From an optimization exercise on the open Yosys and OpenROAD flow, aimed at small area, a short achievable clock period and few clock cycles; shortcuts taken in it are not production practice.
The RTL was checked by simulation tests, not by an equivalence proof against the original design.

==> inputs of branch onyx <==
Design bct_encoder, start of the top module:
module bct_encoder (
    input  wire        clk,
    input  wire        rst,
    input  wire        start,
    output wire        ready,
    input  wire [15:0] cfg_len,     
    input  wire [1:0]  cfg_wsel,    
    input  wire        cfg_list,    
    input  wire        cfg_skip,    
    input  wire [5:0]  cfg_bw,      
    input  wire [15:0] cfg_mcl,     
    output reg         done,
    output reg         rd_req,
    output reg  [15:0] rd_idx,
    input  wire        rd_valid,
    input  wire [31:0] rd_data,
    output wire        out_valid,
    output wire [7:0]  out_data,
    input  wire        out_ready
);
Settings: LEC_CHECK=0, CAP_MARGIN=20, CORE_MARGIN=2, CORE_UTILIZATION=40, PLACE_DENSITY=0.5, SLEW_MARGIN=20; clock period 8.0 ns.
run.sh (not shown) runs the stock make flow with config.mk's settings and CLKGATE_MAP_FILE= SYNTH_SCRIPT=/design/flow/synth_recipe.tcl, a recipe that flattens the netlist after the stock synthesis.
==> branch quartz: changes against branch onyx <==
--- a/flow/design.v
+++ b/flow/design.v
@@ -26,28 +26,31 @@
     localparam S_SRCH  = 4'd4;
     localparam S_EMIT  = 4'd5;
     localparam S_LITW  = 4'd6;
     localparam S_LITP  = 4'd7;
     localparam S_LITL  = 4'd8;
     localparam S_RECD  = 4'd9;
     localparam S_CLOSE = 4'd10;
+    localparam S_POPH  = 4'd11;     
     reg [3:0]  state;
     reg        list_r;
     reg        skip_r;
     reg [15:0] mcl_r;
     reg [5:0]  ebw_r;
     reg [15:0] f, e, l;
     reg [5:0]  b;
     reg [31:0] lowmask;             
     reg [4:0]  nb;                  
     reg        lit_f;               
     reg        pw2;                 
     reg [3:0]  lg2;                 
     reg        lupd;                
     reg [31:0] F, L;
+    reg [31:0] P, A;                
+    reg        cv;                  
     reg [15:0] lo, hi;
     reg        rec;                 
     reg        issued;              
     reg [31:0] pend;                
     reg [15:0] stk [0:K-1];
     reg [2:0]  scnt;
     reg [47:0] acc;
@@ -238,14 +241,15 @@
         if (rst) begin
             state  <= S_IDLE;
             done   <= 1'b0;
             rd_req <= 1'b0;
             pend   <= 32'd0;
             scnt   <= 3'd0;
             lupd   <= 1'b0;
+            cv     <= 1'b0;
         end else begin
             done <= 1'b0;
             lupd <= 1'b0;
             if (fl_we) l <= l_fl;
             case (state)
                 S_IDLE: begin
                     if (start) begin
@@ -320,14 +324,18 @@
                                 lowmask <= {1'b0, lowmask[31:1]};
                             end
                         end
                     end else if (l != 16'd2) begin
                         lo     <= fp1;
                         hi     <= e - 16'd1;
                         F      <= L;
+                        if (!b_one) begin
+                            P <= F;
+                            A <= F;
+                        end
                         rd_idx <= fe[16:1];
                         rd_req <= 1'b1;
                         state  <= S_SRCH;
                     end
                 end
                 S_SRCH: begin
                     if (rd_valid) begin
@@ -338,14 +346,15 @@
                                 rd_idx <= sum1[16:1];
                             end else begin
                                 rd_req <= 1'b0;
                                 state  <= rec ? S_RECD : S_EMIT;
                             end
                         end else begin
                             lo <= idxp1;
+                            if (!b_one) A <= rd_data;
                             if (cont0) begin
                                 rd_idx <= sum0[16:1];
                             end else begin
                                 rd_req <= 1'b0;
                                 state  <= rec ? S_RECD : S_EMIT;
                             end
                         end
@@ -383,14 +392,15 @@
                     f      <= lo;
                     rec    <= 1'b0;
                     rd_idx <= lo;
                     rd_req <= 1'b1;
                     state  <= S_RDF;
                 end
                 S_EMIT, S_LITL: ;
+                S_POPH: state <= S_NODE;
                 S_CLOSE: begin
                     if (!pv && (cnt == 6'd0 || (drain && cnt <= 6'd8))) begin
                         done  <= 1'b1;
                         state <= S_IDLE;
                     end
                 end
                 default: state <= S_IDLE;
@@ -400,37 +410,45 @@
                 stk[0] <= f;
                 for (j = 1; j < K; j = j + 1)
                     stk[j] <= stk[j-1];
                 if (scnt != K) scnt <= scnt + 3'd1;
                 f       <= s_emit;
                 b       <= b - 6'd1;
                 lowmask <= {1'b0, lowmask[31:1]};
-                if (state == S_NODE) F <= L;
+                if (state == S_NODE) begin
+                    F <= L;
+                    P <= F;
+                    A <= F;
+                end
+                cv      <= 1'b1;
                 state   <= S_NODE;
             end
             if (do_pop) begin
                 if (pend == 32'd0) begin
                     state <= S_CLOSE;
                 end else begin
                     pend[lv] <= 1'b0;
                     e        <= f;
                     b        <= {1'b0, lv};
                     lowmask  <= tmask({1'b0, lv});
                     rd_idx   <= f - 16'd1;
-                    rd_req   <= 1'b1;
+                    rd_req   <= !cv;
+                    cv       <= 1'b0;
+                    F        <= P;
+                    L        <= A;
                     if (scnt != 3'd0) begin
                         f    <= stk[0];
                         l    <= f - stk[0];
                         lupd <= 1'b1;
                         for (j = 0; j < K - 1; j = j + 1)
                             stk[j] <= stk[j+1];
                         scnt <= scnt - 3'd1;
                         rec  <= 1'b0;
                     end else begin
                         rec  <= 1'b1;
                     end
-                    state <= S_RDL;
+                    state <= cv ? S_POPH : S_RDL;
                 end
             end
         end
     end
 endmodule
==> branch yarrow: changes against branch onyx <==
--- a/flow/design.v
+++ b/flow/design.v
@@ -26,28 +26,31 @@
     localparam S_SRCH  = 4'd4;
     localparam S_EMIT  = 4'd5;
     localparam S_LITW  = 4'd6;
     localparam S_LITP  = 4'd7;
     localparam S_LITL  = 4'd8;
     localparam S_RECD  = 4'd9;
     localparam S_CLOSE = 4'd10;
+    localparam S_POPH  = 4'd11;     
     reg [3:0]  state;
     reg        list_r;
     reg        skip_r;
     reg [15:0] mcl_r;
     reg [5:0]  ebw_r;
     reg [15:0] f, e, l;
     reg [5:0]  b;
     reg [31:0] lowmask;             
     reg [4:0]  nb;                  
     reg        lit_f;               
     reg        pw2;                 
     reg [3:0]  lg2;                 
     reg        lupd;                
     reg [31:0] F, L;
+    reg [31:0] P, A;                
+    reg        cv;                  
     reg [15:0] lo, hi;
     reg        rec;                 
     reg        issued;              
     reg [31:0] pend;                
     reg [15:0] stk [0:K-1];
     reg [2:0]  scnt;
     reg [47:0] acc;
@@ -238,14 +241,15 @@
         if (rst) begin
             state  <= S_IDLE;
             done   <= 1'b0;
             rd_req <= 1'b0;
             pend   <= 32'd0;
             scnt   <= 3'd0;
             lupd   <= 1'b0;
+            cv     <= 1'b0;
         end else begin
             done <= 1'b0;
             lupd <= 1'b0;
             if (fl_we) l <= l_fl;
             case (state)
                 S_IDLE: begin
                     if (start) begin
@@ -320,14 +324,18 @@
                                 lowmask <= {1'b0, lowmask[31:1]};
                             end
                         end
                     end else if (l != 16'd2) begin
                         lo     <= fp1;
                         hi     <= e - 16'd1;
                         F      <= L;
+                        if (!b_one) begin
+                            P <= F;
+                            A <= F;
+                        end
                         rd_idx <= fe[16:1];
                         rd_req <= 1'b1;
                         state  <= S_SRCH;
                     end
                 end
                 S_SRCH: begin
                     if (rd_valid) begin
@@ -338,14 +346,15 @@
                                 rd_idx <= sum1[16:1];
                             end else begin
                                 rd_req <= 1'b0;
                                 state  <= rec ? S_RECD : S_EMIT;
                             end
                         end else begin
                             lo <= idxp1;
+                            if (!b_one) A <= rd_data;
                             if (cont0) begin
                                 rd_idx <= sum0[16:1];
                             end else begin
                                 rd_req <= 1'b0;
                                 state  <= rec ? S_RECD : S_EMIT;
                             end
                         end
@@ -383,14 +392,15 @@
                     f      <= lo;
                     rec    <= 1'b0;
                     rd_idx <= lo;
                     rd_req <= 1'b1;
                     state  <= S_RDF;
                 end
                 S_EMIT, S_LITL: ;
+                S_POPH: state <= S_NODE;
                 S_CLOSE: begin
                     if (!pv && (cnt == 6'd0 || (drain && cnt <= 6'd8))) begin
                         done  <= 1'b1;
                         state <= S_IDLE;
                     end
                 end
                 default: state <= S_IDLE;
@@ -400,37 +410,45 @@
                 stk[0] <= f;
                 for (j = 1; j < K; j = j + 1)
                     stk[j] <= stk[j-1];
                 if (scnt != K) scnt <= scnt + 3'd1;
                 f       <= s_emit;
                 b       <= b - 6'd1;
                 lowmask <= {1'b0, lowmask[31:1]};
-                if (state == S_NODE) F <= L;
+                if (state == S_NODE) begin
+                    F <= L;
+                    P <= F;
+                    A <= F;
+                end
+                cv      <= 1'b1;
                 state   <= S_NODE;
             end
             if (do_pop) begin
                 if (pend == 32'd0) begin
                     state <= S_CLOSE;
                 end else begin
                     pend[lv] <= 1'b0;
                     e        <= f;
                     b        <= {1'b0, lv};
                     lowmask  <= tmask({1'b0, lv});
                     rd_idx   <= f - 16'd1;
-                    rd_req   <= 1'b1;
+                    rd_req   <= !cv;
+                    cv       <= 1'b0;
+                    F        <= P;
+                    L        <= A;
                     if (scnt != 3'd0) begin
                         f    <= stk[0];
                         l    <= f - stk[0];
                         lupd <= 1'b1;
                         for (j = 0; j < K - 1; j = j + 1)
                             stk[j] <= stk[j+1];
                         scnt <= scnt - 3'd1;
                         rec  <= 1'b0;
                     end else begin
                         rec  <= 1'b1;
                     end
-                    state <= S_RDL;
+                    state <= cv ? S_POPH : S_RDL;
                 end
             end
         end
     end
 endmodule
- ABC_CLOCK_PERIOD_IN_PS: default -> 3500
- PLACE_DENSITY: 0.5 -> default
- SETUP_SLACK_MARGIN: default -> 4.5
==> flow_metrics.env <==
export IMPL_seq_cell_power_mw=5.31
export IMPL_status="complete, no violations"
export IMPL_r2r_cells=16
export IMPL_coreArea_mm2=0.116
export IMPL_static_leakage_power_nw=25.1
export IMPL_rsz0062_at_grt="yes"
export IMPL_synthSimpleGateAreaFrac_pct=16.3
export IMPL_synthTopCellsByCount="nand2_1, nor2_1, edfxtp_1"
export IMPL_area_growth_pct=38.5
export IMPL_use_met2_pct=57.2
export IMPL_antenna_found_initial=9
export IMPL_path_cells="inv_1, xnor2_2, mux2i_1, ha_1, nand2b_1, or3_4, or2_4, a211oi_4, o21ai_2, nand2_2, buf_6, nor2b_1, or3_4, ha_4, a21oi_1, a31o_2"
export IMPL_synth_xor_area_share_pct=4.69
(the above is from branch yarrow)
==> flow_metrics.env <==
export IMPL_status="complete, no violations"
export IMPL_static_leakage_power_nw=19.2
export IMPL_coreArea_mm2=0.116
export IMPL_synthMuxAreaShare_pct=7.38
export IMPL_antenna_found_initial=11
export IMPL_synthTopCellsByCount="nand2_1, nor2_1, edfxtp_1"
export IMPL_top_layer="met5"
export IMPL_post_route_period_util_pct=80.3
export IMPL_r2r_cells=17
export IMPL_synth_xor_area_share_pct=4.69
export IMPL_finalSetupTns_ps=0
export IMPL_synthSimpleGateAreaFrac_pct=16.3
export IMPL_area_share_nonclk_buffers_pct=4.43
export IMPL_skew_ps=32.2
export IMPL_area_growth_pct=10.3
export IMPL_synth_adder_area_share_pct=5.43
(the above is from branch quartz)
==> flow_metrics.env <==
export IMPL_reg2reg_from="state[1]"
export IMPL_seq_cell_power_mw=4.72
export IMPL_status="complete, no violations"
export IMPL_antenna_found_initial=4
export IMPL_ys_types=97
export IMPL_dp_cells=6177
export IMPL_use_met2_pct=54.3
export IMPL_cts_tree="built"
export IMPL_synth_xor_area_share_pct=5.24
export IMPL_cts_resized=0
export IMPL_area_growth_pct=10.6
export IMPL_synthTopCellsByCount="nand2_1, nor2_1, a21oi_1"
export IMPL_rsz0062_at_grt="no"
export IMPL_path_cells="nand3_2, nor2_1, a21oi_1, ha_1, o2111a_1, o21a_1, o31ai_1, a311oi_1, xor2_1, a221o_1, nor4_1, nand3_1, nor4b_1, nor2_1, a211oi_1"
export IMPL_static_leakage_power_nw=16.7
export IMPL_synthSimpleGateAreaFrac_pct=19.1
(the above is from branch onyx)
Testbench counts of branch onyx, summed over its fixed seeds: cycles 132,254.
Testbench counts of branch quartz, summed over its fixed seeds: cycles 121,501.
Testbench counts of branch yarrow, summed over its fixed seeds: cycles 121,501.

==> static timing again, ports no longer ideal <==
No port has a modelled driver above. Below, the same layouts with a new extraction and two added sets of constraints. Step 1: set_driving_cell puts a clkbuf_16 on clk and a buf_2 on each other input, an assumption about the parent block. Step 2 times the ports against the registers' clock, not the clock port: input delays grow and output delays shrink by t, the midpoint of the rising clock arrivals with the driver on. a / b / c = no drivers / after step 1 / after step 2; a / b = the first two.
run	shift t [ns]	slack for setup (ns)	worst hold slack (ns)
branch onyx	0.748	2.002 / 2.002 / 1.829	0.475 / 0.475 / 0.475
branch quartz	0.748	1.575 / 1.575 / 1.281	0.487 / 0.487 / 0.487
branch yarrow	0.739	3.495 / 3.495 / 3.172	0.501 / 0.501 / 0.501
After both steps setup and hold are still met in every run listed. The setup slack of branch yarrow, which loses most, moves by 0.000 ns with the drivers and by -0.323 ns with both steps.
